This is an optimization exercise on Yosys and OpenROAD, whose aim is small area, a short achievable clock period and few clock cycles, not a production implementation.
Where RTL was checked, it was by simulation tests only, not by an equivalence proof against the original.
The RTL of runs 3 to 8 was laid out without a check of its function.

### design/flow/design.v
module cic_seed (
    input  wire        clk,
    input  wire        rst,           
    input  wire        start,         
    input  wire [31:0] image_size,    
    output reg         ready,
    output reg         done,          
    output wire [31:0] seed,
    output wire [31:0] crc,
    output reg         img_req,
    output reg  [8:0]  img_addr,      
    input  wire        img_gnt,
    input  wire        img_rvalid,
    input  wire [63:0] img_rdata
);
    localparam [8:0] FIRST_WORD = 9'd8;     
    localparam [8:0] LAST_WORD  = 9'd511;   
    reg        req_on;      
    reg [1:0]  outst;       
    reg [31:0] c;           
    reg        first;       
    reg        s_lo, s8, s9, s10, s11, s12, s14, s15, s18;
    wire [31:0] cm = ~(c | {32{first}});
    wire [31:0] x  = ~cm ^ img_rdata[31:0];
    wire [31:0] dh = img_rdata[63:32];
    wire [31:0] cn;
    wire t0 = x[13] ^ x[3];
    wire t1 = x[11] ^ x[12];
    wire t2 = dh[7] ^ x[19];
    wire t3 = dh[0] ^ dh[22];
    wire t4 = x[4] ^ x[9];
    wire t5 = x[16] ^ x[6];
    wire t6 = x[31] ^ x[5];
    wire t7 = dh[5] ^ x[8];
    wire t8 = dh[4] ^ x[7];
    wire t9 = dh[24] ^ x[10];
    wire t10 = dh[23] ^ x[30];
    wire t11 = dh[15] ^ t0;
    wire t12 = dh[2] ^ dh[20];
    wire t13 = dh[3] ^ dh[6];
    wire t14 = x[15] ^ x[2];
    wire t15 = dh[25] ^ x[14];
    wire t16 = dh[31] ^ t2;
    wire t17 = dh[16] ^ dh[28];
    wire t18 = dh[11] ^ dh[27];
    wire t19 = dh[18] ^ dh[30];
    wire t20 = dh[10] ^ dh[26];
    wire t21 = dh[13] ^ dh[29];
    wire t22 = dh[14] ^ x[26];
    wire t23 = dh[8] ^ x[20];
    wire t24 = t3 ^ x[27];
    wire t25 = dh[9] ^ x[21];
    wire t26 = dh[12] ^ x[24];
    wire t27 = dh[1] ^ dh[19];
    wire t28 = x[0] ^ x[17];
    wire t29 = x[25] ^ x[28];
    wire t30 = dh[17] ^ t6;
    wire t31 = t10 ^ t4;
    wire t32 = t1 ^ t25;
    wire t33 = t5 ^ x[22];
    wire t34 = x[1] ^ x[29];
    wire t35 = dh[30] ^ x[23];
    wire t36 = t14 ^ t7;
    wire t37 = t30 ^ t9;
    wire t38 = dh[2] ^ dh[21];
    wire t39 = t17 ^ x[18];
    wire t40 = t12 ^ t23;
    wire t41 = t24 ^ x[11];
    wire t42 = t15 ^ t19;
    wire t43 = dh[0] ^ dh[21];
    wire t44 = t13 ^ x[1];
    wire t45 = dh[29] ^ x[7];
    wire t46 = dh[6] ^ x[25];
    wire t47 = t18 ^ t20;
    wire t48 = dh[3] ^ x[4];
    wire t49 = dh[7] ^ t8;
    wire t50 = t21 ^ t22;
    wire t51 = t28 ^ x[13];
    wire t52 = t26 ^ x[21];
    wire t53 = t0 ^ x[18];
    wire t54 = t16 ^ t33;
    wire t55 = dh[18] ^ dh[2];
    wire t56 = dh[11] ^ dh[9];
    wire t57 = dh[10] ^ dh[8];
    wire t58 = dh[1] ^ dh[17];
    wire t59 = x[22] ^ x[8];
    wire t60 = x[12] ^ x[31];
    wire t61 = t3 ^ x[10];
    wire t62 = t12 ^ x[23];
    wire t63 = dh[27] ^ x[29];
    wire t64 = x[24] ^ x[27];
    wire t65 = dh[16] ^ x[17];
    wire t66 = dh[19] ^ x[30];
    wire t67 = t20 ^ t27;
    wire t68 = dh[25] ^ x[9];
    wire t69 = x[2] ^ x[23];
    wire t70 = dh[28] ^ t43;
    wire t71 = dh[4] ^ x[5];
    wire t72 = dh[5] ^ x[28];
    wire t73 = x[26] ^ x[29];
    wire t74 = t34 ^ t8;
    wire t75 = t35 ^ x[20];
    wire t76 = t24 ^ t7;
    wire t77 = t5 ^ x[15];
    wire t78 = t47 ^ t9;
    wire t79 = t31 ^ x[14];
    wire t80 = t4 ^ t42;
    wire t81 = t11 ^ t27;
    wire t82 = t32 ^ t53;
    wire t83 = t36 ^ t40;
    wire t84 = dh[13] ^ dh[8];
    wire t85 = dh[15] ^ dh[17];
    wire t86 = dh[14] ^ dh[31];
    wire t87 = dh[29] ^ dh[5];
    wire t88 = dh[24] ^ dh[7];
    wire t89 = dh[10] ^ dh[3];
    wire t90 = dh[23] ^ dh[27];
    wire t91 = dh[12] ^ dh[9];
    wire t92 = dh[24] ^ t58;
    wire t93 = dh[26] ^ x[10];
    wire t94 = t18 ^ x[15];
    wire t95 = t55 ^ x[0];
    wire t96 = t13 ^ t57;
    wire t97 = dh[23] ^ x[24];
    wire t98 = dh[25] ^ x[4];
    wire t99 = x[22] ^ x[6];
    wire t100 = dh[26] ^ x[30];
    wire t101 = x[1] ^ x[14];
    wire t102 = t21 ^ x[2];
    wire t103 = t13 ^ t38;
    wire t104 = x[12] ^ x[5];
    wire t105 = dh[0] ^ x[5];
    wire t106 = t17 ^ x[19];
    wire t107 = t91 ^ x[7];
    wire t108 = dh[28] ^ t95;
    wire t109 = t23 ^ t28;
    wire t110 = t1 ^ t63;
    wire t111 = t26 ^ t46;
    wire t112 = t15 ^ t18;
    wire t113 = t72 ^ t90;
    wire t114 = t6 ^ t73;
    wire t115 = t15 ^ t87;
    wire t116 = t29 ^ t66;
    wire t117 = t34 ^ t71;
    wire t118 = t39 ^ t94;
    wire t119 = dh[22] ^ t64;
    wire t120 = t2 ^ t44;
    wire t121 = t14 ^ t89;
    wire t122 = t29 ^ x[6];
    wire t123 = t68 ^ x[16];
    wire t124 = t29 ^ x[16];
    wire t125 = t10 ^ t105;
    wire t126 = t44 ^ t70;
    wire t127 = t93 ^ x[3];
    wire t128 = t1 ^ t106;
    wire t129 = t125 ^ t62;
    wire t130 = t121 ^ t50;
    wire t131 = t75 ^ t92;
    wire t132 = t11 ^ t52;
    wire t133 = t127 ^ t40;
    wire t134 = t32 ^ t49;
    wire t135 = t52 ^ t78;
    wire t136 = t110 ^ t119;
    wire t137 = t11 ^ t32;
    assign cn[0] = (t133 ^ t79) ^ ((t65 ^ t120) ^ (t41 ^ ((dh[1] ^ dh[4]) ^ t5)));
    assign cn[1] = (t134 ^ t37) ^ ((t109 ^ t113) ^ ((x[18] ^ t14) ^ (t48 ^ (dh[1] ^ t38))));
    assign cn[2] = ((t96 ^ (t3 ^ x[19])) ^ t82) ^ ((t108 ^ t117) ^ (t33 ^ ((dh[24] ^ dh[25]) ^ t7)));
    assign cn[3] = ((t99 ^ (t56 ^ x[12])) ^ (t115 ^ t120)) ^ ((t31 ^ t51) ^ ((x[20] ^ t67) ^ (t69 ^ t8)));
    assign cn[4] = (t135 ^ t83) ^ ((t49 ^ t53) ^ ((t101 ^ t35) ^ (t6 ^ (dh[6] ^ x[0]))));
    assign cn[5] = (t54 ^ ((x[25] ^ x[3]) ^ t112)) ^ ((t126 ^ t36) ^ ((t25 ^ t26) ^ (t4 ^ (t84 ^ x[11]))));
    assign cn[6] = ((t99 ^ (x[25] ^ x[27])) ^ t129) ^ (t130 ^ (t128 ^ (t101 ^ t107)));
    assign cn[7] = (t130 ^ t131) ^ ((t11 ^ (t5 ^ t60)) ^ ((t64 ^ t8) ^ ((x[0] ^ x[28]) ^ (x[8] ^ (dh[11] ^ dh[21])))));
    assign cn[8] = (t132 ^ t80) ^ ((t124 ^ t74) ^ (t76 ^ (t65 ^ (t86 ^ (dh[11] ^ dh[2])))));
    assign cn[9] = (t54 ^ t83) ^ ((t117 ^ t41) ^ ((t29 ^ (dh[19] ^ t85)) ^ ((x[18] ^ x[26]) ^ (x[3] ^ (dh[12] ^ dh[13])))));
    assign cn[10] = ((t61 ^ t69) ^ (t72 ^ (dh[26] ^ t38))) ^ (t134 ^ ((x[14] ^ (dh[13] ^ dh[18])) ^ (t22 ^ t34)));
    assign cn[11] = ((t10 ^ t96) ^ t136) ^ (t81 ^ ((dh[14] ^ x[22]) ^ t36));
    assign cn[12] = ((t60 ^ t62) ^ ((t17 ^ t56) ^ (t88 ^ (dh[4] ^ dh[6])))) ^ (t79 ^ (t11 ^ t124));
    assign cn[13] = ((t73 ^ (dh[7] ^ t43)) ^ t37) ^ (((t57 ^ x[13]) ^ t115) ^ ((x[15] ^ t26) ^ (t48 ^ t65)));
    assign cn[14] = ((t100 ^ t46) ^ (t71 ^ (t56 ^ t58))) ^ (((t84 ^ x[18]) ^ t41) ^ (t42 ^ t77));
    assign cn[15] = ((t107 ^ t22) ^ (t60 ^ t67)) ^ (((t55 ^ x[17]) ^ t113) ^ (t16 ^ t77));
    assign cn[16] = (t79 ^ t81) ^ ((t74 ^ t78) ^ ((t2 ^ t39) ^ ((x[11] ^ x[6]) ^ (x[8] ^ (dh[13] ^ dh[22])))));
    assign cn[17] = (t37 ^ t83) ^ ((t112 ^ t128) ^ (t31 ^ (t45 ^ (x[0] ^ (dh[12] ^ dh[14])))));
    assign cn[18] = (t137 ^ t37) ^ ((t126 ^ t77) ^ (((dh[12] ^ dh[26]) ^ t68) ^ ((t19 ^ t21) ^ (x[20] ^ x[8]))));
    assign cn[19] = (t80 ^ (t33 ^ t49)) ^ ((t51 ^ ((dh[16] ^ dh[27]) ^ t1)) ^ ((t102 ^ t61) ^ (t67 ^ (t86 ^ x[21]))));
    assign cn[20] = (t54 ^ (t118 ^ t75)) ^ ((t76 ^ (t104 ^ t4)) ^ ((t66 ^ t8) ^ ((dh[14] ^ t13) ^ (t85 ^ x[13]))));
    assign cn[21] = (t132 ^ (t108 ^ t30)) ^ ((t41 ^ (t100 ^ t45)) ^ ((t48 ^ t7) ^ ((dh[31] ^ x[1]) ^ (x[23] ^ x[28]))));
    assign cn[22] = (t133 ^ t136) ^ ((t116 ^ (x[17] ^ t102)) ^ ((t2 ^ t59) ^ (t6 ^ (t19 ^ x[16]))));
    assign cn[23] = (t82 ^ (t109 ^ t122)) ^ ((t31 ^ ((dh[3] ^ dh[31]) ^ t22)) ^ ((t35 ^ t63) ^ (t70 ^ (x[31] ^ (dh[19] ^ dh[20])))));
    assign cn[24] = (t137 ^ (t114 ^ t33)) ^ (((x[9] ^ t103) ^ (t23 ^ t39)) ^ ((t45 ^ t97) ^ ((dh[31] ^ t20) ^ (t88 ^ x[17]))));
    assign cn[25] = (t131 ^ t82) ^ ((t123 ^ (x[1] ^ t45)) ^ ((t46 ^ t47) ^ (t59 ^ (dh[23] ^ t12))));
    assign cn[26] = (t135 ^ t80) ^ ((t16 ^ t51) ^ ((t59 ^ t69) ^ ((t38 ^ x[12]) ^ (x[26] ^ (dh[28] ^ dh[3])))));
    assign cn[27] = (t129 ^ t54) ^ ((t111 ^ t118) ^ (t51 ^ (t98 ^ (t21 ^ t27))));
    assign cn[28] = (t37 ^ (t111 ^ t31)) ^ ((t41 ^ t50) ^ ((t35 ^ t39) ^ (t8 ^ (dh[21] ^ x[3]))));
    assign cn[29] = (t37 ^ (t122 ^ t16)) ^ ((t50 ^ t76) ^ ((t1 ^ t97) ^ (t98 ^ (t19 ^ (dh[1] ^ dh[15])))));
    assign cn[30] = ((t11 ^ t116) ^ (t16 ^ t42)) ^ ((t74 ^ (t104 ^ t22)) ^ ((t28 ^ t48) ^ (t9 ^ (x[16] ^ (dh[20] ^ dh[22])))));
    assign cn[31] = (t81 ^ ((x[0] ^ x[18]) ^ t114)) ^ ((t123 ^ t16) ^ (t36 ^ (t103 ^ t61)));
    wire take  = start & ready;
    wire grant = img_req & img_gnt;
    wire fin   = ~ready & ~req_on & (outst == 2'd0);
    wire       req_on_n = take ? (image_size[31:12] != 20'd0)
                               : req_on & ~(grant && img_addr == LAST_WORD);
    wire [1:0] outst_n  = outst + {1'b0, grant} - {1'b0, img_rvalid};
    assign crc  = cm;
    assign seed = {13'd0, s18, 2'd0, s15, s14, s11, s12, s11, s10, s9, s8,
                   2'd0, {6{s_lo}}};
    always @(posedge clk) begin
        if (rst) begin
            ready   <= 1'b1;
            req_on  <= 1'b0;
            outst   <= 2'd0;
            img_req <= 1'b0;
            done    <= 1'b0;
        end else begin
            done    <= fin;
            ready   <= take ? 1'b0 : (ready | fin);
            req_on  <= req_on_n;
            outst   <= outst_n;
            img_req <= req_on_n & ~outst_n[1];
        end
    end
    wire m0 = (cm == 32'h6170A4A1);    
    wire m1 = (cm == 32'h90BB6CB5);    
    wire m2 = (cm == 32'h0B050EE0);    
    wire m3 = (cm == 32'h98BC2C86);    
    wire m4 = (cm == 32'hACC8580A);    
    always @(posedge clk) begin
        if (take)
            img_addr <= FIRST_WORD;
        else if (grant)
            img_addr <= img_addr + 9'd1;
        if (img_rvalid)
            c <= cn;
        if (take)
            first <= 1'b1;
        else if (img_rvalid)
            first <= 1'b0;
        s_lo <= m0 | m1 | m2 | m3 | m4;
        s8   <= m0 | m1 | m3 | m4;
        s9   <= m0 | m1;
        s10  <= m0 | m1 | m4;
        s11  <= m0 | m1 | m2;
        s12  <= m0 | m1 | m2 | m3;
        s14  <= m2;
        s15  <= m3 | m4;
        s18  <= m0;
    end
endmodule
### design/flow/flow/run.sh
#!/bin/bash
# Own flow: the standard layout (standard.sh, unchanged ORFS steps and
# synthesis) with these changes:
#  - ORFS's scripts are copied to ./scripts and ABC's speed script replaced by
#    flow/abc.script (plain delay-oriented mapping without ABC's blanket
#    buffering and upsizing; the placer's repair sizes the critical cells);
#  - three-input XOR/XNOR cells are added to the don't-use list;
#  - the ports get a plain buffer cell;
#  - any extra ORFS variables listed in flow/vars.txt.
# Each tool's output goes to the ORFS logs under orfs/logs; make's own output
# goes to standard_make.log here.
set -euo pipefail
rm -rf scripts
cp -r "$FLOW_HOME/scripts" scripts
cp flow/abc.script scripts/abc_speed.script
PLATFORM_DONT_USE=$(sed -n '/^export DONT_USE_CELLS += /,/^$/p' "$FLOW_HOME/platforms/sky130hd/config.mk" \
    | sed 's/export DONT_USE_CELLS += //; s/\\//g' | tr -s ' \n' ' ')
EXTRA_DONT_USE="sky130_fd_sc_hd__xnor3_1 sky130_fd_sc_hd__xnor3_2 sky130_fd_sc_hd__xnor3_4 sky130_fd_sc_hd__xor3_1 sky130_fd_sc_hd__xor3_2 sky130_fd_sc_hd__xor3_4"
VARS=()
if [[ -f flow/vars.txt ]]; then
    while read -r line; do [[ -n "$line" ]] && VARS+=("$line"); done < flow/vars.txt
fi
bash standard.sh "SCRIPTS_DIR=$PWD/scripts" \
    "DONT_USE_CELLS=$PLATFORM_DONT_USE $EXTRA_DONT_USE" \
    "BUFFER_PORTS_ARGS=-buffer_cell sky130_fd_sc_hd__buf_2" \
    "${VARS[@]}" finish > standard_make.log 2>&1
### design/flow/flow/abc.script
&get -n
&st
&dch
&nf
&st
&syn2
&if -g -K 6
&synch2
&nf
&st
&syn2
&if -g -K 6
&synch2
&nf
&st
&syn2
&if -g -K 6
&synch2
&nf
&st
&syn2
&if -g -K 6
&synch2
&nf
&st
&syn2
&if -g -K 6
&synch2
&nf
&put
buffer -c
topo
stime -c
upsize -c
dnsize -c
### design/flow/flow/vars.txt
CORE_UTILIZATION=65
PLACE_DENSITY=0.72
SETUP_SLACK_MARGIN=2.1
BUFFER_PORTS_ARGS=-buffer_cell sky130_fd_sc_hd__buf_1
CTS_BUF_LIST=sky130_fd_sc_hd__clkbuf_4 sky130_fd_sc_hd__clkbuf_8
### design/flow/standard.sh
#!/bin/bash
# synth_recipe.tcl (not shown) runs the flow's synth.tcl, then flattens the netlist and writes it again
# the make line also repeats each setting of config.mk as NAME=value (left out here)
make -C /OpenROAD-flow-scripts/flow DESIGN_CONFIG=/design/flow/config.mk WORK_HOME=/design/flow/orfs CLKGATE_MAP_FILE= SYNTH_SCRIPT=/design/flow/synth_recipe.tcl "${@:-finish}"
### design/flow/config.mk
export PLATFORM = sky130hd
export DESIGN_NAME = cic_seed
export DESIGN_NICKNAME = cic_seed
export VERILOG_FILES = /design/flow/design.v
export SDC_FILE = /design/flow/constraint.sdc
export NUM_CORES = 4
export LEC_CHECK = 0
export CAP_MARGIN = 20
export CORE_MARGIN = 2
export CORE_UTILIZATION = 40
export SLEW_MARGIN = 20
### design/flow/constraint.sdc
create_clock -name core_clock -period 5.0 [get_ports {clk}]
set_input_delay 1.0000 -clock core_clock [delete_from_list [all_inputs] [get_ports {clk}]]
set_output_delay 1.0000 -clock core_clock [all_outputs]
set_load 0.01 [all_outputs]
==> results of run 1 <==
[routing by layer]
layer,up-vias,share of wire (%)
met3,96,9.8
met2,401,47
met1,2739,36
li1,2630,-
met4,0,6.8
met5,-,0
[worst max-delay path: stages]
cell and delay, ns:
buf_1 0.20, xnor2_2 0.52, xnor2_1 0.25, xnor2_1 0.39, xor2_1 0.21, xnor2_1 0.16
xnor2_1 0.17, xnor2_1 0.08
[cells in the final DEF (no fill, tap or decap), types with 2 or more instances in the layout]
cell type,instances
xnor2_1,360
buf_1,143
xor2_1,59
xnor2_2,57
nor2_1,42
edfxtp_1,32
dfxtp_1,24
nand2_1,21
conb_1,17
buf_4,13
nor2_2,12
nor4_1,12
nand4_1,11
clkbuf_8,11
xnor2_4,9
inv_1,8
nand3_1,8
nor2_4,5
nor2b_1,5
a21oi_1,5
nor3_1,4
o21ai_0,4
ha_1,4
clkbuf_2,4
or3_1,3
xor2_2,3
and2_1,2
nand4b_1,2
or4_1,2
nor4b_1,2
nand2b_1,2
clkbuf_4,2
clkinv_2,2
buf_6,2
[path summary, 6_finish.rpt]
kind                           from                 to  slack (ns)  depth (start not counted)
hold reg to reg   req_on$_SDFF_PP0_  req_on$_SDFF_PP0_        0.49                          2
setup / recovery      img_rdata[35]    c[18]$_DFFE_PP_        2.08                          8
setup reg to reg    c[30]$_DFFE_PP_    c[28]$_DFFE_PP_        2.14                          9
hold / removal    req_on$_SDFF_PP0_  req_on$_SDFF_PP0_        0.49                          2
[metrics by stage]
stage          hold slack (ns)  cells
6_report                 0.493   1043
5_1_grt                  0.511   1043
4_1_cts                  0.493   1037
3_5_place_dp             0.483   1014
2_1_floorplan            0.454    775
3_3_place_gp             0.460   1014
[cells by family after synthesis]
group | after synthesis | synth area share, %
simple gates | 138 | 10.1
compound gates | 12 | 0.942
buf+inv | 59 | 5.12
xor+xnor | 488 | 63.1
flops | 57 | 20.0
other cells | 1 | 0.0514
fa+ha+maj | 4 | 0.685
[layout make-up]
class / instances / area (um^2)
fill: 796 / 2500
sequential: 57 / 1470
timing repair buffer: 163 / 697
inverter: 8 / 30.0
clock inverter: 3 / 40.0
multi-input combinational: 659 / 5810
clock buffer: 13 / 166
tap: 140 / 175
[repair_timing]
item                                    in CTS  in global routing
resized for setup                           23                 16
setup buffers                                7                  6
pin swaps                                    3                  2
endpoints found under the setup margin      32                 16
==> qor.yml, run 1 <==
run_status:
  outcome: "complete, no violations"
final_layout:
  largest-register: "c"
  area_growth_pct: 14.8
  largest_reg_flops: 32
  utilization_pct: 77.0
  reg_top3: "c x32, img_addr x9, outst x2"
  nets: 1003
  layout-drive-gt1-share_pct: 13.7
  fin_area_um2: 8390
  n_antenna_cell: 0
sta:
  timing.fmax_ghz: 0.343
  fin_setup_tns_ns: 0
  fin_skew_ns: 0.0121
  fin_crit_ns: 2.92
  slew_viol_final: 0
  finalSetupViolCount: 0
  period_share_pct: 58.4
  slew_headroom_pct: 52.2
  hold_viol_final: 0
  grt_setup_unrepaired: "true"
  setup_ws_ns: 2.08
  tightest_slew_ns: 0.711
place:
  io_buffers: 147
  place.gp.congestion: 1.01
  dpl.hpwl_mm: 19.3
  place_area_um2: 7770
  post-place-ws_ns: 1.51
routing:
  wirelength_mm: 22.9
  drc: 0
  detailedRoute.firstIterationViolations: 451
  vias_per_cell: 5.62
  drt.antenna.violating_nets: 0
  wire_per_inst_um: 22.0
  drt_pass1_iterations: 6
  vias: 5866
critical_path:
  end_kind: "flip-flop"
  cp_max_fo: 4
  worst_ep_arrival_time_ns: 3.00
  cp.required_ns: 5.08
  crit_type: "in2reg"
  cp-start-kind: "input port"
clock_tree:
  holdBufCountCts: 0
  cts_buffers: 9
  clkTransAtPathRegs_ns: 0.06
  clock_sinks: 57
  root_buffer: "clkbuf_8"
  cts_buffer_depth: 2
  clock_latency_ns: 0.35
  htreeDepth: 3
  cts_tree: "built"
die:
  boundaryPins: 177
  fp.dieH_um: 110
  die_w_um: 110
  start_util_pct: 67.1
  core_area_um2: 10900
  rows: 38
  dieArea_um2: 12100
global_routing:
  grt_pass1_vias: 5650
  use_met3_pct: 7.41
  grtUsageMet1_pct: 44.9
  busiest_layer: "met2"
  track_usage_pct: 38.6
  grt_pass1_wl_mm: 32.6
  use_met2_pct: 65.1
  antenna_found_initial: 0
  grt-ovfl-total: 0
  grt_max_degree: 35
yosys:
  synth.top_cells.by_area: "xnor2_1 46%, edfxtp_1 13%, xnor2_2 8.9%, xor2_1 7.2%, dfxtp_1 6.9%"
  synth_commonest_cells: "385 x xnor2_1, 60 x xor2_1, 42 x nor2_1"
  yosysTopAreaCellShare_pct: 46.2
  syn_avg_cell_area_um2: 9.62
  synthCells: 759
  synthArstFlopShare_pct: 0
  netlist_area_um2: 7300
  yosysUniqueCellTypes: 40
  synth-seq-cells: 57
  synth_seq_area_share_pct: 20.0
  synth_edf_count: 32
  synthFlopType: "edfxtp_1"
  synth_most_common_cell: "xnor2_1"
  yosys_warnings: 1
  yosys.area.top_type: "xnor2_1"
job:
  drv_cap: 0
hold_path:
  hold_class: "reg2reg"
Testbench counts, summed over its fixed seeds: cycles 32,456.
==> inputs of run 2 (changes only) <==
==> design/flow/flow/abc.script (replaced) <==
&get -n
&st
&dch
&nf
&put
==> design/flow/flow/vars.txt (replaced) <==
CORE_UTILIZATION=60
PLACE_DENSITY=0.7
SETUP_SLACK_MARGIN=2.0
BUFFER_PORTS_ARGS=-buffer_cell sky130_fd_sc_hd__buf_1
CTS_BUF_LIST=sky130_fd_sc_hd__clkbuf_4 sky130_fd_sc_hd__clkbuf_8
==> qor.yml, run 2 <==
run_status:
  outcome: "complete, no violations"
job:
  drv_cap: 0
clock_tree:
  clock_sinks: 57
  clock_latency_ns: 0.35
  clkTransAtPathRegs_ns: 0.06
  cts_tree: "built"
  holdBufCountCts: 0
  htreeDepth: 3
  cts_buffers: 9
  root_buffer: "clkbuf_8"
  cts_buffer_depth: 2
yosys:
  yosysTopAreaCellShare_pct: 44.1
  synth_most_common_cell: "xnor2_1"
  synthFlopType: "edfxtp_1"
  synth_edf_count: 32
  yosysUniqueCellTypes: 29
  synth_commonest_cells: "336 x xnor2_1, 138 x xor2_1, 49 x nor2_1"
  syn_avg_cell_area_um2: 9.26
  yosys.area.top_type: "xnor2_1"
  synth.top_cells.by_area: "xnor2_1 44%, xor2_1 18%, edfxtp_1 14%, dfxtp_1 7.5%, buf_4 3.6%"
  synth-seq-cells: 57
  synthCells: 721
  netlist_area_um2: 6680
  synth_seq_area_share_pct: 21.9
  synthArstFlopShare_pct: 0
  yosys_warnings: 1
sta:
  fin_setup_tns_ns: 0
  finalSetupViolCount: 0
  slew_viol_final: 0
  slew_headroom_pct: 41.6
  tightest_slew_ns: 0.874
  fin_crit_ns: 3.03
  timing.fmax_ghz: 0.330
  period_share_pct: 60.6
  grt_setup_unrepaired: "true"
  fin_skew_ns: 0.0114
  hold_viol_final: 0
die:
  dieArea_um2: 12000
  die_w_um: 109
  boundaryPins: 177
  fp.dieH_um: 109
  core_area_um2: 10800
  start_util_pct: 61.6
  rows: 38
routing:
  detailedRoute.firstIterationViolations: 534
  wire_per_inst_um: 22.5
  drt.antenna.violating_nets: 0
  drc: 0
  vias_per_cell: 5.70
  drt_pass1_iterations: 5
  wirelength_mm: 23.0
  vias: 5840
critical_path:
  cp.required_ns: 5.09
  cp_max_fo: 5
  cp-start-kind: "input port"
  worstPathCellList: "buf_1 -> xor2_1 -> xnor2_1 -> xnor2_1 -> xnor2_1 -> xnor2_1 -> xnor2_1"
  crit_top_cell: "xnor2_1"
  cpPeakStageDelay_ns: 0.57
  crit_path_top_delay_cell: "xor2_1"
  worst_ep_arrival_time_ns: 3.12
  crit_type: "in2reg"
  end_kind: "flip-flop"
global_routing:
  grt_pass1_wl_mm: 32.7
  grt_max_degree: 43
  grt-ovfl-total: 0
  antenna_found_initial: 0
  grt_pass1_vias: 5591
  track_usage_pct: 38.7
final_layout:
  area_growth_pct: 20.0
  stdcell_count: 1024
  mostFrequentLayoutCells: "304 x xnor2_1, 146 x buf_1, 120 x xor2_1, 45 x nor2_1, 32 x edfxtp_1"
  final_common_cell: "xnor2_1"
  nets: 984
  largest-register: "c"
  n_antenna_cell: 0
  reg_top3: "c x32, img_addr x9, outst x2"
  largest_reg_flops: 32
  layout-drive-gt1-share_pct: 9.73
hold_path:
  hold_class: "reg2reg"
place:
  io_buffers: 147
  place.gp.congestion: 1.09
  dpl.hpwl_mm: 19.3
  place_inst: 1006
run 2: changes by cell type after synthesis, sizes merged, moves of 3 or more:
cell	change
inv	-8
and2	+3
a21oi	+5
xnor2	-90
nor2b	-3
buf	-8
clkinv	+8
nor3	+4
clkbuf	-11
nor2	-10
nand2	-6
xor2	+76
and3	+3
run 2: cell families after synthesis:
| logic type | synth area share (%) |
|---|---|
| buf+inv | 4.05 |
| fa+ha+maj | 0.750 |
| flops | 21.9 |
| compound gates | 1.33 |
| simple gates | 9.75 |
| other cells | 0.0562 |
| xor+xnor | 62.2 |
run 2: repair_timing:
action / CTS / global route
endpoints found under the setup margin: 32 / 30
pin swaps: 2 / 1
resized for setup: 36 / 24
cloned: 0 / 0
setup buffers: 1 / 1
run 2: layout make-up:
type | count | area, um^2
clock inverter | 4 | 20.0
timing repair buffer | 163 | 686
tap | 140 | 175
inverter | 8 | 30.0
fill | 822 | 2830
clock buffer | 12 | 146
sequential | 57 | 1470
multi-input combinational | 640 | 5490
run 2: routing by layer:
metal	global-route usage [%]	wire, um	share of wire [%]	up-vias
li1	-	-	-	2578
met1	46.3	8480	37	2723
met2	64.5	10700	47	436
met3	6.22	2200	9.6	103
met4	24.8	1590	6.9	0
met5	0	0	0	-
run 2: stage by stage:
step / hold slack [ns] / instance area, um^2 / setup WS, ns / utilization (%)
floorplan: 0.445 / 6770 / 2.03 / -
global placement: 0.458 / 7360 / 1.33 / 67.9
detailed placement: 0.490 / 7360 / 1.30 / 67.9
CTS: 0.506 / 7790 / 1.99 / 71.9
global route: 0.532 / 8010 / 1.95 / 73.9
finish: 0.504 / 8010 / 1.97 / 73.9
run 2: final timing paths:
path                             from                       end  slack (ns)  cells past startpoint
max                     img_rdata[35]            c[0]$_DFFE_PP_        1.97                      7
min          img_addr[7]$_SDFFE_PP0P_  img_addr[7]$_SDFFE_PP0P_        0.50                      1
max reg2reg        first$_SDFFE_PP1P_           c[18]$_DFFE_PP_        1.98                      7
min reg2reg  img_addr[7]$_SDFFE_PP0P_  img_addr[7]$_SDFFE_PP0P_        0.50                      1
run 2: critical path: cells and delay by family:
family                    cells  cell delay, ns
buffers and inverters         1            0.34
xor gates and xnor gates      6            1.79
==> inputs of run 3 (changes only) <==
--- a/design/flow/design.v
+++ b/design/flow/design.v
@@ -19,7 +19,5 @@
     reg [1:0]  outst;       
-    reg [31:0] c;           
-    reg        first;       
+    reg [31:0] nc;          
     reg        s_lo, s8, s9, s10, s11, s12, s14, s15, s18;
-    wire [31:0] cm = ~(c | {32{first}});
-    wire [31:0] x  = ~cm ^ img_rdata[31:0];
+    wire [31:0] x  = ~nc ^ img_rdata[31:0];
     wire [31:0] dh = img_rdata[63:32];
@@ -202,3 +200,3 @@
     wire [1:0] outst_n  = outst + {1'b0, grant} - {1'b0, img_rvalid};
-    assign crc  = cm;
+    assign crc  = nc;
     assign seed = {13'd0, s18, 2'd0, s15, s14, s11, s12, s11, s10, s9, s8,
@@ -220,7 +218,7 @@
     end
-    wire m0 = (cm == 32'h6170A4A1);    
-    wire m1 = (cm == 32'h90BB6CB5);    
-    wire m2 = (cm == 32'h0B050EE0);    
-    wire m3 = (cm == 32'h98BC2C86);    
-    wire m4 = (cm == 32'hACC8580A);    
+    wire m0 = (nc == 32'h6170A4A1);    
+    wire m1 = (nc == 32'h90BB6CB5);    
+    wire m2 = (nc == 32'h0B050EE0);    
+    wire m3 = (nc == 32'h98BC2C86);    
+    wire m4 = (nc == 32'hACC8580A);    
     always @(posedge clk) begin
@@ -230,8 +228,4 @@
             img_addr <= img_addr + 9'd1;
-        if (img_rvalid)
-            c <= cn;
-        if (take)
-            first <= 1'b1;
-        else if (img_rvalid)
-            first <= 1'b0;
+        if (img_rvalid | take)
+            nc <= ~(cn | {32{take}});
         s_lo <= m0 | m1 | m2 | m3 | m4;
==> design/flow/flow/vars.txt (replaced) <==
CORE_UTILIZATION=70
PLACE_DENSITY=0.75
SETUP_SLACK_MARGIN=2.0
BUFFER_PORTS_ARGS=-buffer_cell sky130_fd_sc_hd__buf_1
CTS_BUF_LIST=sky130_fd_sc_hd__clkbuf_4 sky130_fd_sc_hd__clkbuf_8
==> qor.yml, run 3 <==
run_status:
  outcome: "complete, no violations"
sta:
  tightest_slew_ns: 0.772
  fin_crit_ns: 3.14
  grt_setup_unrepaired: "true"
  timing.fmax_ghz: 0.319
  fin_skew_ns: 0.00734
  finalSetupViolCount: 0
  setup_ws_ns: 1.86
  slew_viol_final: 0
  period_share_pct: 62.8
  slew_headroom_pct: 48.6
  hold_viol_final: 0
  fin_setup_tns_ns: 0
clock_tree:
  clkTransAtPathRegs_ns: 0.10
  root_buffer: "clkbuf_8"
  clock_sinks: 56
  cts_buffers: 5
  cts_buffer_depth: 2
  holdBufCountCts: 0
  clock_latency_ns: 0.32
  htreeDepth: 2
  cts_tree: "built"
die:
  core_area_um2: 9240
  fp.dieH_um: 101
  boundaryPins: 177
  rows: 35
  start_util_pct: 71.8
  dieArea_um2: 10300
  die_w_um: 101
yosys:
  synth_seq_area_share_pct: 21.7
  netlist_area_um2: 6640
  yosysTopAreaCellShare_pct: 42.5
  yosys_warnings: 1
  yosysUniqueCellTypes: 32
  synth_most_common_cell: "xnor2_1"
  synthArstFlopShare_pct: 0
  synthFlopType: "edfxtp_1"
  synth_commonest_cells: "322 x xnor2_1, 124 x xor2_1, 50 x nor2_1"
  synth.top_cells.by_area: "xnor2_1 42%, xor2_1 16%, edfxtp_1 14%, dfxtp_1 7.2%, buf_4 3.6%"
  syn_avg_cell_area_um2: 9.32
  yosys.area.top_type: "xnor2_1"
  synth-seq-cells: 56
  synthCells: 712
  synth_edf_count: 32
global_routing:
  grt_pass1_vias: 5779
  track_usage_pct: 43.3
  grt-ovfl-total: 0
  grt_max_degree: 45
  antenna_found_initial: 0
  grt_pass1_wl_mm: 32.3
job:
  drv_cap: 0
critical_path:
  cp_max_fo: 6
  end_kind: "flip-flop"
  worst_ep_arrival_time_ns: 3.24
  cp.required_ns: 5.10
  cp-start-kind: "input port"
  rrSetupSlack_ns: 2.12
  crit_type: "in2reg"
  ff2ff_path_depth: 7
final_layout:
  reg_top3: "nc x32, img_addr x9, outst x2"
  fillers: 549
  stdcell_count: 998
  fin_area_um2: 7900
  n_antenna_cell: 0
  area_growth_pct: 19.1
  layout-drive-gt1-share_pct: 9.55
  final_common_cell: "xnor2_1"
  nets: 973
  mostFrequentLayoutCells: "291 x xnor2_1, 145 x buf_1, 101 x xor2_1, 50 x nor2_1, 32 x edfxtp_1"
  largest-register: "nc"
  largest_reg_flops: 32
routing:
  drc: 0
  detailedRoute.firstIterationViolations: 680
  drt_pass1_iterations: 6
  wirelength_mm: 23.6
  vias_per_cell: 6.15
  wire_per_inst_um: 23.7
  vias: 6135
  drt.antenna.violating_nets: 0
place:
  place_inst: 987
  place.gp.congestion: 1.15
  place_area_um2: 7310
  dpl.hpwl_mm: 18.0
  io_buffers: 147
  post-place-ws_ns: 1.20
hold_path:
  hold_class: "reg2reg"
  hold_depth: 2
run 3: cell types whose count changed in the layout (fill, tap and decap cells not counted), sizes merged, moves of 5 or more:
cell	change
a211oi	+28
a21oi	-5
clkbuf	-6
clkinv	-5
nand2	-11
nor4b	+9
xnor2	-14
xor2	-14
run 3: path summary, 6_finish.rpt:
kind	from	to
setup reg to reg	nc[29]$_DFFE_PP_	nc[24]$_DFFE_PP_
hold reg to reg	ready$_SDFF_PP1_	ready$_SDFF_PP1_
setup / recovery	img_rdata[7]	nc[10]$_DFFE_PP_
hold / removal	ready$_SDFF_PP1_	ready$_SDFF_PP1_
run 3: area by class of cell:
type / instances / area (um^2) / share of cell area (%)
multi-input cells: 635 / 5480 / 69.4
flip-flops and latches: 56 / 1440 / 18.2
repair buffers: 165 / 689 / 8.72
well taps: 129 / 161 / 2.04
clock buffers: 6 / 76.3 / 0.966
clock inverters: 2 / 35.0 / 0.443
inverters: 5 / 18.8 / 0.237
run 3: layer usage:
| metal | GRT usage, % | part of all wire [%] | wire, um | vias to the layer above |
|---|---|---|---|---|
| met1 | 53.2 | 33 | 7860 | 2806 |
| met4 | 28.8 | 8.4 | 1970 | 0 |
| met5 | 0 | 0 | 0 | - |
| li1 | - | - | - | 2601 |
| met2 | 70.4 | 45 | 10700 | 563 |
| met3 | 6.69 | 13 | 3140 | 165 |
run 3: logic make-up after synthesis:
| logic type | share of synthesized area (%) |
|---|---|
| AOI/OAI and AO/OA | 3.85 |
| xor gates and xnor gates | 58.9 |
| adders and majority gates | 0.754 |
| buffers and inverters | 3.90 |
| DFF | 21.7 |
| other | 0.0565 |
| and+or+nand+nor | 10.9 |
run 3: what timing repair did:
item	4_1_cts	5_1_grt
setup endpoints to repair	32	29
resized for setup	30	29
pin swaps	0	3
cloned	0	0
setup buffers	0	3
run 3: worst max-delay path, stage by stage:
cell	delay [ns]
buf_1	0.13
xor2_2	0.41
xnor2_4	0.24
xor2_1	0.46
xnor2_2	0.23
xnor2_1	0.31
nor2_1	0.11
a211oi_1	0.35
run 3: through the flow:
stage	hold WS [ns]	utilization (%)
detailed placement	0.502	79.1
finish	0.523	85.5
CTS	0.515	82.9
global route	0.550	85.5
global placement	0.485	79.1
floorplan	0.498	-
==> inputs of run 4 (changes only) <==
--- a/design/flow/design.v
+++ b/design/flow/design.v
@@ -20,3 +20,3 @@
     reg [31:0] nc;          
-    reg        s_lo, s8, s9, s10, s11, s12, s14, s15, s18;
+    reg        ka, kb, kc;
     wire [31:0] x  = ~nc ^ img_rdata[31:0];
@@ -201,2 +201,11 @@
     assign crc  = nc;
+    wire s_lo = ka | kb;                  
+    wire s8   = kb;                       
+    wire s9   = ka & kb;                  
+    wire s10  = kb & (ka | ~kc);          
+    wire s11  = ka;                       
+    wire s12  = ka | (kb & kc);           
+    wire s14  = ka & ~kb;                 
+    wire s15  = kb & ~ka;                 
+    wire s18  = ka & kb & kc;             
     assign seed = {13'd0, s18, 2'd0, s15, s14, s11, s12, s11, s10, s9, s8,
@@ -230,11 +239,5 @@
             nc <= ~(cn | {32{take}});
-        s_lo <= m0 | m1 | m2 | m3 | m4;
-        s8   <= m0 | m1 | m3 | m4;
-        s9   <= m0 | m1;
-        s10  <= m0 | m1 | m4;
-        s11  <= m0 | m1 | m2;
-        s12  <= m0 | m1 | m2 | m3;
-        s14  <= m2;
-        s15  <= m3 | m4;
-        s18  <= m0;
+        ka <= m0 | m1 | m2;
+        kb <= m0 | m1 | m3 | m4;
+        kc <= m0 | m3;
     end
==> qor.yml, run 4 <==
critical_path:
  r2r-start: "nc[30]$_DFFE_PP_"
  cpLargestDelayFamily: "XOR/XNOR gates"
  worstPathCellList: "buf_1 -> xor2_2 -> xnor2_1 -> xnor2_2 -> xnor2_1 -> xnor2_1 -> nor2_1 -> a211oi_1"
  end_kind: "flip-flop"
  r2r-end: "nc[16]$_DFFE_PP_"
  ff2ff_path_depth: 8
  crit_top_cell: "xnor2_1"
  cp.required_ns: 5.12
  crit_path_top_delay_cell: "xor2_2"
  cp-start-kind: "input port"
  cp_max_fo: 3
  crit_type: "in2reg"
  worst_ep_arrival_time_ns: 3.32
  rrSetupSlack_ns: 1.99
  crit_buf_inv: 1
  startpoint: "img_rdata[29]"
  cpPeakStageDelay_ns: 0.47
sta:
  slew_viol_final: 0
  finalSetupViolCount: 0
  fin_crit_ns: 3.20
  hold_viol_final: 0
  timing.fmax_ghz: 0.313
  fin_setup_tns_ns: 0
  grt_setup_unrepaired: "true"
  period_share_pct: 64.0
  setup_ws_ns: 1.80
  fin_skew_ns: 0.0171
  slew_headroom_pct: 48.4
  whs_ns: 0.554
  tightest_slew_ns: 0.775
yosys:
  synth.top_cells.by_area: "xnor2_1 44%, xor2_1 16%, edfxtp_1 15%, dfxtp_1 5.5%, buf_4 3.7%"
  yosys_warnings: 1
  synth-seq-cells: 50
  yosysTopAreaCellShare_pct: 44.3
  synth_seq_area_share_pct: 20.2
  synth_commonest_cells: "330 x xnor2_1, 119 x xor2_1, 50 x nor2_1"
  syn_avg_cell_area_um2: 9.20
  synth_most_common_cell: "xnor2_1"
  synthArstFlopShare_pct: 0
  yosys.area.top_type: "xnor2_1"
  netlist_area_um2: 6530
  synth_edf_count: 32
  synthCells: 710
  synthFlopType: "edfxtp_1"
  yosysUniqueCellTypes: 31
place:
  post-place-ws_ns: 1.34
  dpl.hpwl_mm: 18.1
  place.gp.congestion: 1.10
  place_inst: 967
  io_buffers: 147
routing:
  wirelength_mm: 24.3
  drt.antenna.violating_nets: 0
  vias: 6138
  wire_per_inst_um: 24.8
  detailedRoute.firstIterationViolations: 659
  drc: 0
  vias_per_cell: 6.27
  drt_pass1_iterations: 6
clock_tree:
  cts_buffers: 5
  root_buffer: "clkbuf_8"
  clock_latency_ns: 0.31
  htreeDepth: 2
  clkTransAtPathRegs_ns: 0.10
  cts_tree: "built"
  cts_buffer_depth: 2
  holdBufCountCts: 0
  clock_sinks: 50
final_layout:
  stdcell_count: 979
  fillers: 513
  mostFrequentLayoutCells: "290 x xnor2_1, 147 x buf_1, 94 x xor2_1, 50 x nor2_1, 38 x xnor2_2"
  largest_reg_flops: 32
  final_common_cell: "xnor2_1"
  layout-drive-gt1-share_pct: 10.7
  largest-register: "nc"
  area_growth_pct: 20.2
  reg_top3: "nc x32, img_addr x9, outst x2"
  nets: 972
  n_antenna_cell: 0
global_routing:
  antenna_found_initial: 0
  grt_pass1_vias: 5713
  grt-ovfl-total: 0
  grt_pass1_wl_mm: 33.3
  track_usage_pct: 45.0
  grt_max_degree: 45
hold_path:
  hold_class: "reg2reg"
  hold_depth: 2
  min_from: "ready$_SDFF_PP1_"
  hold_end: "ready$_SDFF_PP1_"
die:
  start_util_pct: 71.4
  die_w_um: 101
  rows: 35
  fp.dieH_um: 101
  boundaryPins: 177
  core_area_um2: 9150
  dieArea_um2: 10100
run_status:
  outcome: "complete, no violations"
job:
  drv_cap: 0
## run 4: cell count changes after synthesis, sizes merged, moves of 3 or more
cell | before | now
nand2 | 4 | 9
nor2b | 6 | 9
nor3 | 12 | 9
xnor2 | 322 | 330
xor2 | 124 | 119
dfxtp | 24 | 18
nand3 | 4 | 7
## run 4: cells by family after synthesis
group                    share of synthesized area (%)
other                                           0.0574
AND/OR/NAND/NOR                                   11.0
buffers and inverters                             3.91
flip-flops                                        20.2
AO/OA/AOI/OAI                                     3.87
XOR/XNOR                                          60.2
adder cells (fa/ha/maj)                          0.766
## run 4: cell type report
cell class / count / area, um^2 / area share [%]
Tap cell: 111 / 139 / 1.77
Sequential cell: 50 / 1320 / 16.8
Multi-Input combinational cell: 640 / 5590 / 71.2
Clock inverter: 3 / 20.0 / 0.255
Clock buffer: 5 / 68.8 / 0.876
Timing Repair Buffer: 166 / 694 / 8.84
Inverter: 4 / 15.0 / 0.191
## run 4: through the flow
stage / instance area, um^2 / util (%)
floorplan: 6640 / -
global placement: 7200 / 78.7
CTS: 7510 / 82.0
global route: 7850 / 85.8
finish: 7850 / 85.8
detailed placement: 7200 / 78.7
## run 4: worst max path at each step
| stage | slack [ns] | end | depth (start not counted) |
|---|---|---|---|
| 3_5_place_dp | 1.34 | nc[9]$_DFFE_PP_ | 8 |
| 4_1_cts | 2.00 | nc[17]$_DFFE_PP_ | 8 |
| 3_3_place_gp | 1.36 | nc[9]$_DFFE_PP_ | 8 |
| 5_1_grt | 1.80 | nc[16]$_DFFE_PP_ | 8 |
| 2_1_floorplan | 2.01 | nc[26]$_DFFE_PP_ | 7 |
| 6_report | 1.80 | nc[16]$_DFFE_PP_ | 8 |
## run 4: what timing repair did
item,in CTS,in global routing
gates cloned,0,0
pin swaps,0,2
buffers inserted,0,4
endpoints found under the setup margin,32,27
gates resized for setup,28,39
endpoints found under the hold margin,0,0
## run 4: worst min-delay path: cells and delay by family, from the launching register on
kind	cells	cell delay, ns
compound gates	1	0.09
buf+inv	1	0.05
flops	1	0.36
## run 4: metal layers
metal,part of all wire (%),vias to the layer above,track usage (%)
li1,-,2584,-
met1,34,2848,55.4
met2,46,540,75.2
met3,11,166,6.66
met4,8.2,0,25.1
met5,0,-,0
==> inputs of run 5 (changes only) <==
==> design/flow/flow/vars.txt (replaced) <==
CORE_UTILIZATION=70
PLACE_DENSITY=0.75
SETUP_SLACK_MARGIN=2.2
BUFFER_PORTS_ARGS=-buffer_cell sky130_fd_sc_hd__buf_1
CTS_BUF_LIST=sky130_fd_sc_hd__clkbuf_4 sky130_fd_sc_hd__clkbuf_8
==> qor.yml, run 5 <==
yosys:
  synth_seq_area_share_pct: 20.2
  synth_most_common_cell: "xnor2_1"
  netlist_area_um2: 6530
  synth_edf_count: 32
  yosysUniqueCellTypes: 31
  synth_commonest_cells: "330 x xnor2_1, 119 x xor2_1, 50 x nor2_1"
  synthArstFlopShare_pct: 0
  synthFlopType: "edfxtp_1"
  yosys.area.top_type: "xnor2_1"
  yosys_warnings: 1
  synthCells: 710
  synth.top_cells.by_area: "xnor2_1 44%, xor2_1 16%, edfxtp_1 15%, dfxtp_1 5.5%, buf_4 3.7%"
  synth-seq-cells: 50
  yosysTopAreaCellShare_pct: 44.3
  syn_avg_cell_area_um2: 9.20
clock_tree:
  cts_buffer_depth: 2
  root_buffer: "clkbuf_8"
  cts_buffers: 5
  clock_sinks: 50
  htreeDepth: 2
  holdBufCountCts: 0
place:
  dpl.hpwl_mm: 18.1
  place.gp.congestion: 1.07
  place_inst: 957
  place_area_um2: 7280
  io_buffers: 147
run_status:
  error_message: "[ERROR DPL-0038] Utilization greater than 100%, impossible to legalize"
  flow.stopped_at: "global routing"
  outcome: "aborted with a tool error"
die:
  start_util_pct: 71.4
  die_w_um: 101
  rows: 35
  boundaryPins: 177
  fp.dieH_um: 101
global_routing:
  grt_max_degree: 44
sta:
  endpoint_type: "register input"
  grt_worst_setup_endpoint: "nc[24]$_DFFE_PP_/D"
run 5: cell families after synthesis:
logic type | share of synthesized area, %
xor gates and xnor gates | 60.2
other | 0.0574
and+or+nand+nor | 11.0
AOI/OAI and AO/OA | 3.87
adders and majority gates | 0.766
buffers and inverters | 3.91
DFF | 20.2
run 5: what timing repair did:
item | CTS
pin swaps | 10
buffers inserted | 5
hold endpoints to repair | 0
setup endpoints to repair | 32
resized for setup | 83
run 5: per-stage QoR:
stage          hold WS [ns]  setup WS [ns]
2_1_floorplan         0.498           2.20
3_3_place_gp          0.478           1.35
3_5_place_dp          0.503           1.24
4_1_cts               0.518           2.19
run 5: worst max-delay path by stage:
stage | end | depth (start not counted)
floorplan | nc[0]$_DFFE_PP_ | 2
global placement | nc[20]$_DFFE_PP_ | 8
detailed placement | nc[9]$_DFFE_PP_ | 8
CTS | nc[28]$_DFFE_PP_ | 9
==> inputs of run 6 (changes only) <==
==> design/flow/flow/abc.script (replaced) <==
&get -n
&st
&dch
&nf
&st
&syn2
&if -g -K 6
&synch2
&nf
&st
&syn2
&if -g -K 6
&synch2
&nf
&st
&syn2
&if -g -K 6
&synch2
&nf
&st
&syn2
&if -g -K 6
&synch2
&nf
&st
&syn2
&if -g -K 6
&synch2
&nf
&put
buffer -c
topo
stime -c
upsize -c
dnsize -c
==> design/flow/flow/vars.txt (replaced) <==
CORE_UTILIZATION=70
PLACE_DENSITY=0.75
SETUP_SLACK_MARGIN=2.0
BUFFER_PORTS_ARGS=-buffer_cell sky130_fd_sc_hd__buf_1
CTS_BUF_LIST=sky130_fd_sc_hd__clkbuf_4 sky130_fd_sc_hd__clkbuf_8
==> qor.yml, run 6 <==
die:
  start_util_pct: 72.8
  die_w_um: 105
  fp.dieH_um: 105
  rows: 36
  boundaryPins: 177
  core_area_um2: 9860
  dieArea_um2: 11100
sta:
  grt_setup_unrepaired: "true"
  period_share_pct: 62.2
  fin_setup_tns_ns: 0
  timing.fmax_ghz: 0.321
  fin_crit_ns: 3.11
  slew_viol_final: 0
  hold_viol_final: 0
  finalSetupViolCount: 0
  setup_ws_ns: 1.89
  slew_headroom_pct: 52.4
  fin_skew_ns: 0.0129
  tightest_slew_ns: 0.709
clock_tree:
  clkTransAtPathRegs_ns: 0.10
  cts_buffer_depth: 2
  htreeDepth: 2
  root_buffer: "clkbuf_8"
  clock_sinks: 50
  cts_buffers: 5
  holdBufCountCts: 0
  cts_tree: "built"
  clock_latency_ns: 0.32
routing:
  highest_layer: "met4"
  detailedRoute.firstIterationViolations: 643
  drt_pass1_iterations: 5
  vias: 5643
  wl_met3_mm: 2.46
  wire_per_inst_um: 23.1
  wirelength_mm: 22.6
  drc: 0
  wl_met1_mm: 8.38
  vias_per_cell: 5.79
  drt.antenna.violating_nets: 0
  met2WireLength_mm: 10.5
yosys:
  syn_avg_cell_area_um2: 10.1
  synthCells: 709
  yosysUniqueCellTypes: 39
  synth.top_cells.by_area: "xnor2_1 42%, edfxtp_1 13%, xnor2_2 11%, xnor2_4 6.5%, xor2_1 6.2%"
  synthFlopType: "edfxtp_1"
  synth-seq-cells: 50
  synth_edf_count: 32
  yosys_warnings: 1
  yosysTopAreaCellShare_pct: 41.9
  synth_seq_area_share_pct: 18.4
  netlist_area_um2: 7180
  synth_most_common_cell: "xnor2_1"
  yosys.area.top_type: "xnor2_1"
  synth_commonest_cells: "344 x xnor2_1, 51 x xor2_1, 49 x xnor2_2"
  synthArstFlopShare_pct: 0
critical_path:
  cp_max_fo: 5
  crit_type: "in2reg"
  end_kind: "flip-flop"
  worst_ep_arrival_time_ns: 3.17
  cp-start-kind: "input port"
  cp.required_ns: 5.06
final_layout:
  largest_reg_flops: 32
  nets: 946
  fin_area_um2: 8230
  final_common_cell: "xnor2_1"
  mostFrequentLayoutCells: "327 x xnor2_1, 143 x buf_1, 50 x xor2_1, 47 x xnor2_2, 45 x nor2_1"
  layout-drive-gt1-share_pct: 13.3
  n_antenna_cell: 0
  largest-register: "nc"
  reg_top3: "nc x32, img_addr x9, outst x2"
  area_growth_pct: 14.6
place:
  io_buffers: 147
  post-place-ws_ns: 1.49
  place.gp.congestion: 1.07
  dpl.hpwl_mm: 17.5
  place_area_um2: 7660
global_routing:
  grt_pass1_wl_mm: 31.7
  grt_max_degree: 33
  track_usage_pct: 39.0
  grt_pass1_vias: 5299
  antenna_found_initial: 0
  grt-ovfl-total: 0
hold_path:
  hold_class: "reg2reg"
job:
  drv_cap: 0
run_status:
  outcome: "complete, no violations"
## run 6: path summary, 6_finish.rpt
path	end	cells past startpoint	startpoint	slack [ns]
worst min-delay path	img_addr[8]$_SDFFE_PP0P_	2	img_addr[8]$_SDFFE_PP0P_	0.49
worst min register to register	img_addr[8]$_SDFFE_PP0P_	2	img_addr[8]$_SDFFE_PP0P_	0.49
worst max register to register	nc[12]$_DFFE_PP_	7	nc[4]$_DFFE_PP_	2.21
worst max-delay path	nc[12]$_DFFE_PP_	8	img_rdata[4]	1.89
## run 6: metal layers
| layer | vias to the layer above | track usage, % |
|---|---|---|
| li1 | 2476 | - |
| met1 | 2652 | 51.3 |
| met3 | 100 | 6.74 |
| met5 | - | 0 |
| met2 | 415 | 62.9 |
| met4 | 0 | 17.0 |
## run 6: final cells by class
cell class / instances / area [um^2]
Fill cell: 589 / 1630
Inverter: 5 / 18.8
Multi-Input combinational cell: 621 / 5950
Clock buffer: 5 / 68.8
Timing Repair Buffer: 158 / 664
Tap cell: 133 / 166
Clock inverter: 3 / 40.0
Sequential cell: 50 / 1320
## run 6: timing repair
action	in CTS	in global routing
pin swaps	2	2
setup endpoints to repair	18	22
gates resized for setup	17	25
gates cloned	0	0
buffers inserted	2	7
## run 6: logic make-up (layout without fill, tap and decap cells)
family / after synthesis / in the layout / synth area share, %
DFF: 50 / 50 / 18.4
AOI/OAI and AO/OA: 14 / 14 / 1.15
other: 1 / 17 / 0.0522
and+or+nand+nor: 122 / 122 / 8.64
adders and majority gates: 4 / 4 / 0.697
buffers and inverters: 54 / 171 / 4.63
xor gates and xnor gates: 464 / 464 / 66.4
## run 6: per-stage QoR
| step | hold WS [ns] | std cells | util [%] |
|---|---|---|---|
| detailed placement | 0.479 | 958 | 77.7 |
| finish | 0.490 | 975 | 83.4 |
| global placement | 0.464 | 958 | 77.7 |
| floorplan | 0.448 | 725 | - |
| CTS | 0.490 | 968 | 80.4 |
| global route | 0.519 | 975 | 83.4 |
## run 6: critical path: stages
cell and delay, ns:
buf_1 0.25, xnor2_4 0.21, xnor2_4 0.40, xor2_4 0.21, xnor2_1 0.63, xnor2_1 0.20, xnor2_1 0.21, nor2_1 0.06
==> inputs of run 7 (changes only) <==
==> design/flow/flow/vars.txt (replaced) <==
CORE_UTILIZATION=65
PLACE_DENSITY=0.72
SETUP_SLACK_MARGIN=2.0
BUFFER_PORTS_ARGS=-buffer_cell sky130_fd_sc_hd__buf_1
CTS_BUF_LIST=sky130_fd_sc_hd__clkbuf_4 sky130_fd_sc_hd__clkbuf_8
==> qor.yml, run 7 <==
routing:
  vias_per_cell: 5.61
  detailedRoute.firstIterationViolations: 607
  drc: 0
  wirelength_mm: 22.2
  drt.antenna.violating_nets: 0
  wire_per_inst_um: 22.4
  drt_pass1_iterations: 6
  vias: 5566
clock_tree:
  clkTransAtPathRegs_ns: 0.10
  cts_buffer_depth: 2
  cts_tree: "built"
  clock_latency_ns: 0.31
  htreeDepth: 2
  clock_sinks: 50
  cts_buffers: 5
  root_buffer: "clkbuf_8"
sta:
  period_share_pct: 60.2
  slew_headroom_pct: 41.5
  tightest_slew_ns: 0.878
  fin_setup_tns_ns: 0
  timing.fmax_ghz: 0.332
  grt_setup_unrepaired: "true"
  finalSetupViolCount: 0
  hold_viol_final: 0
  slew_viol_final: 0
  fin_skew_ns: 0.00766
  fin_crit_ns: 3.01
yosys:
  netlist_area_um2: 7180
  yosys.area.top_type: "xnor2_1"
  synth_edf_count: 32
  yosysUniqueCellTypes: 39
  synthFlopType: "edfxtp_1"
  synthArstFlopShare_pct: 0
  synth-seq-cells: 50
  synth_seq_area_share_pct: 18.4
  synthCells: 709
  synthMuxAreaShare_pct: 0
  synth-compound-area-share_pct: 1.15
  synth.top_cells.by_area: "xnor2_1 42%, edfxtp_1 13%, xnor2_2 11%, xnor2_4 6.5%, xor2_1 6.2%"
  yosys_warnings: 1
  synth_fa_ha_area_share_pct: 0.697
  syn_avg_cell_area_um2: 10.1
  synth_most_common_cell: "xnor2_1"
  synth_commonest_cells: "344 x xnor2_1, 51 x xor2_1, 49 x xnor2_2"
  synth-simple-area-share_pct: 8.64
  yosysTopAreaCellShare_pct: 41.9
  synthXorXnorAreaFrac_pct: 66.4
  synth_top_family_by_area: "XOR/XNOR gates"
final_layout:
  largest-register: "nc"
  layout-drive-gt1-share_pct: 15.6
  nets: 957
  utilization_pct: 77.4
  n_antenna_cell: 0
  area_growth_pct: 16.3
  mostFrequentLayoutCells: "318 x xnor2_1, 141 x buf_1, 57 x xnor2_2, 50 x xor2_1, 45 x nor2_1"
  final_common_cell: "xnor2_1"
  reg_top3: "nc x32, img_addr x9, outst x2"
  largest_reg_flops: 32
critical_path:
  cp.required_ns: 5.04
  end_kind: "flip-flop"
  cp_max_fo: 4
  cp_num_cells: 9
  crit_path_top_delay_cell: "xnor2_4"
  worstPathCellList: "buf_1 -> xnor2_4 -> xnor2_4 -> xnor2_2 -> xor2_2 -> xnor2_1 -> xnor2_1 -> xnor2_1 -> nor2_1"
  cpLargestDelayFamily: "XOR/XNOR gates"
  crit_buf_inv: 1
  cpPeakStageDelay_ns: 0.35
  crit_top_cell: "xnor2_1"
  ff2ff_path_depth: 8
  worst_ep_arrival_time_ns: 3.05
  startpoint: "img_rdata[9]"
  cp-start-kind: "input port"
  r2r-start: "nc[8]$_DFFE_PP_"
  crit_type: "in2reg"
hold_path:
  hold_depth: 1
  hold_class: "reg2reg"
  min_from: "ready$_SDFF_PP1_"
place:
  dpl.hpwl_mm: 18.1
  io_buffers: 147
  place.gp.congestion: 1.06
job:
  drv_cap: 0
global_routing:
  track_usage_pct: 36.7
  grt-ovfl-total: 0
  grt_max_degree: 33
  antenna_found_initial: 0
  grt_pass1_wl_mm: 30.9
  grt_pass1_vias: 5210
die:
  boundaryPins: 177
  dieArea_um2: 11900
  die_w_um: 109
  start_util_pct: 66.6
  rows: 38
  fp.dieH_um: 109
  core_area_um2: 10800
run_status:
  outcome: "complete, no violations"
-- run 7: per-layer routing --
| metal | wire length (um) | global-route usage, % | up-vias | share of wire (%) |
|---|---|---|---|---|
| met5 | 0 | 0 | - | 0 |
| met4 | 845 | 11.0 | 0 | 3.8 |
| met3 | 1920 | 6.22 | 69 | 8.6 |
| met2 | 10700 | 61.7 | 331 | 48 |
| met1 | 8790 | 48.4 | 2674 | 40 |
| li1 | - | - | 2492 | - |
-- run 7: cells by family after synthesis --
logic type | count (synthesis)
DFF | 50
xor gates and xnor gates | 464
buffers and inverters | 54
AOI/OAI and AO/OA | 14
adders and majority gates | 4
other | 1
and+or+nand+nor | 122
-- run 7: path summary, 6_finish.rpt --
check	slack, ns	endpoint
worst max-delay path	1.99	nc[8]$_DFFE_PP_
worst max register to register	2.24	nc[8]$_DFFE_PP_
worst min register to register	0.49	done$_SDFF_PP0_
worst min-delay path	0.49	done$_SDFF_PP0_
-- run 7: area by class of cell --
class / instances / area [um^2]
clock buffer: 5 / 68.8
clock inverter: 3 / 16.3
fill: 732 / 2440
inverter: 5 / 18.8
multi-input combinational: 621 / 6010
sequential: 50 / 1320
tap: 140 / 175
timing repair buffer: 169 / 749
-- run 7: per-stage QoR --
step	hold slack, ns	instance area [um^2]	instances	setup WS, ns
2_1_floorplan	0.448	7240	725	2.21
3_3_place_gp	0.462	7690	967	1.48
3_5_place_dp	0.476	7690	967	1.46
4_1_cts	0.483	7920	975	1.91
5_1_grt	0.508	8360	993	1.91
6_report	0.488	8360	993	1.99
-- run 7: timing repair --
action                                  CTS  global route
hold buffers                              0             0
pin swaps                                 0             8
setup buffers                             0            18
resized for setup                        16            36
endpoints found under the setup margin   15            21
==> inputs of run 8 (changes only) <==
==> design/flow/flow/abc.script (replaced) <==
&get -n
&st
&dch
&nf
&put
==> design/flow/flow/vars.txt (replaced) <==
CORE_UTILIZATION=60
PLACE_DENSITY=0.7
SETUP_SLACK_MARGIN=2.0
BUFFER_PORTS_ARGS=-buffer_cell sky130_fd_sc_hd__buf_1
CTS_BUF_LIST=sky130_fd_sc_hd__clkbuf_4 sky130_fd_sc_hd__clkbuf_8
==> qor.yml, run 8 <==
global_routing:
  grt_max_degree: 45
  track_usage_pct: 38.0
  grt-ovfl-total: 0
  antenna_found_initial: 0
yosys:
  yosys.area.top_type: "xnor2_1"
  synth_edf_count: 32
  yosysTopAreaCellShare_pct: 44.3
  synth_most_common_cell: "xnor2_1"
  synthFlopType: "edfxtp_1"
  synth_seq_area_share_pct: 20.2
  synthArstFlopShare_pct: 0
  synth.top_cells.by_area: "xnor2_1 44%, xor2_1 16%, edfxtp_1 15%, dfxtp_1 5.5%, buf_4 3.7%"
  yosysUniqueCellTypes: 31
  synth_commonest_cells: "330 x xnor2_1, 119 x xor2_1, 50 x nor2_1"
  syn_avg_cell_area_um2: 9.20
routing:
  drt.antenna.violating_nets: 0
  drt_pass1_iterations: 5
  detailedRoute.firstIterationViolations: 637
  wirelength_mm: 22.8
  vias: 5821
  wire_per_inst_um: 22.7
  drc: 0
final_layout:
  final_common_cell: "xnor2_1"
  register_area_um2: 1320
  largest_reg_flops: 32
  fillers: 840
  mostFrequentLayoutCells: "291 x xnor2_1, 145 x buf_1, 96 x xor2_1, 50 x nor2_1, 33 x xnor2_2"
  area_growth_pct: 21.9
  largest-register: "nc"
  nets: 969
  reg_top3: "nc x32, img_addr x9, outst x2"
  n_antenna_cell: 0
clock_tree:
  htreeDepth: 2
  clock_sinks: 50
  holdBufCountCts: 0
  cts_buffers: 5
  root_buffer: "clkbuf_8"
  clkTransAtPathRegs_ns: 0.10
  cts_buffer_depth: 2
critical_path:
  cp_max_fo: 4
  cp-start-kind: "input port"
  end_kind: "flip-flop"
  ff2ff_path_depth: 8
  crit_type: "in2reg"
  cp.required_ns: 5.06
sta:
  slew_viol_final: 0
  grt_setup_unrepaired: "true"
  timing.fmax_ghz: 0.333
  slew_headroom_pct: 48.1
  fin_setup_tns_ns: 0
  hold_viol_final: 0
  period_share_pct: 60.0
  fin_crit_ns: 3.00
hold_path:
  hold_class: "reg2reg"
  hold_depth: 2
die:
  fp.dieH_um: 108
  boundaryPins: 177
  rows: 38
  dieArea_um2: 11700
  start_util_pct: 60.8
place:
  dpl.hpwl_mm: 18.6
  place.gp.congestion: 1.02
job:
  drv_cap: 0
run_status:
  outcome: "complete, no violations"
run 8: cell types whose count changed in the layout (fill, tap and decap cells not counted), moves of 10 or more:
cell	change
xnor2_1	-27
xor2_2	+10
xnor2_2	-24
a211oi_1	+26
xor2_1	+46
xnor2_4	-29
run 8: final cells by class:
class                           count  share of cell area, %
Tap cell                          140                   2.20
Sequential cell                    50                   16.6
Multi-Input combinational cell    640                   71.1
Clock inverter                      3                  0.597
Inverter                            4                  0.189
Clock buffer                        5                  0.864
Timing Repair Buffer              163                   8.47
run 8: cell families (layout without fill, tap and decap cells):
group | count (synthesis) | after routing | share of synthesized area (%)
AOI/OAI and AO/OA | 36 | 36 | 3.87
xor gates and xnor gates | 449 | 449 | 60.2
adders and majority gates | 4 | 4 | 0.766
buffers and inverters | 36 | 175 | 3.91
DFF | 50 | 50 | 20.2
other | 1 | 17 | 0.0574
and+or+nand+nor | 134 | 134 | 11.0
run 8: critical path, stage by stage:
cell and delay [ns]:
buf_1 0.29, xnor2_2 0.22, xnor2_2 0.39, xor2_2 0.38, xnor2_1 0.15, xnor2_1 0.38
xnor2_1 0.18, nor2_1 0.06
run 8: worst paths after layout:
check                                 startpoint                to  slack [ns]
worst min-delay path            ready$_SDFF_PP1_  ready$_SDFF_PP1_        0.52
worst min register to register  ready$_SDFF_PP1_  ready$_SDFF_PP1_        0.52
worst max register to register   nc[3]$_DFFE_PP_  nc[23]$_DFFE_PP_        2.24
worst max-delay path               img_rdata[54]  nc[20]$_DFFE_PP_        2.00
run 8: metrics by stage:
stage | instance area (um^2) | util (%) | hold slack, ns | setup slack (ns)
finish | 7960 | 74.1 | 0.519 | 2.00
global route | 7960 | 74.1 | 0.547 | 1.92
CTS | 7660 | 71.3 | 0.525 | 2.01
detailed placement | 7230 | 67.3 | 0.507 | 1.29
global placement | 7230 | 67.3 | 0.475 | 1.36
floorplan | 6640 | - | 0.498 | 2.01
run 8: repair_timing:
item / 4_1_cts / 5_1_grt
pin swaps: 2 / 1
setup endpoints to repair: 32 / 30
buffers inserted: 2 / 0
resized for setup: 39 / 35
run 8: layer usage:
metal | up-vias | global-route usage [%] | wire length, um
met2 | 389 | 63.3 | 10500
met5 | - | 0 | 0
met4 | 0 | 21.3 | 1650
met3 | 106 | 4.76 | 2230
met1 | 2737 | 47.5 | 8360
li1 | 2589 | - | -

-- re-timing with driven ports --
No port has a modelled driver above. Below, the same layouts with a new extraction and two added sets of constraints.
Step 1 assumes that a clkbuf_16 drives the clock port and a buf_2 every other input.
Step 2, shift: input delay + t, output delay - t, t = (earliest + latest rising clock arrival at the registers) / 2. This alone moves slack from input paths to output paths.
a / b / c = ideal / step 1 / step 2; a / b = the first two.
| run | shift t [ns] | setup WS [ns] | hold slack, ns | worst setup path after step 2 | worst slew at a driven data input, ns |
|---|---|---|---|---|---|
| run 1 | 0.375 | 2.081 / 2.094 / 1.719 | 0.493 / 0.493 / 0.493 | input to register | 0.04 |
| run 2 | 0.373 | 1.970 / 1.974 / 1.601 | 0.504 / 0.504 / 0.504 | input to register | 0.04 |
| run 3 | 0.349 | 1.861 / 1.858 / 1.509 | 0.523 / 0.523 / 0.523 | input to register | 0.05 |
| run 4 | 0.333 | 1.802 / 1.793 / 1.460 | 0.554 / 0.554 / 0.554 | input to register | 0.05 |
| run 6 | 0.337 | 1.889 / 1.889 / 1.552 | 0.490 / 0.490 / 0.490 | input to register | 0.04 |
| run 7 | 0.336 | 1.992 / 1.999 / 1.663 | 0.488 / 0.488 / 0.488 | input to register | 0.04 |
| run 8 | 0.346 | 1.998 / 2.008 / 1.663 | 0.519 / 0.519 / 0.519 | input to register | 0.05 |
After both steps setup and hold are still met in every run listed. The setup slack of run 2, which loses most, moves by +0.004 ns with the drivers and by -0.369 ns with both steps.
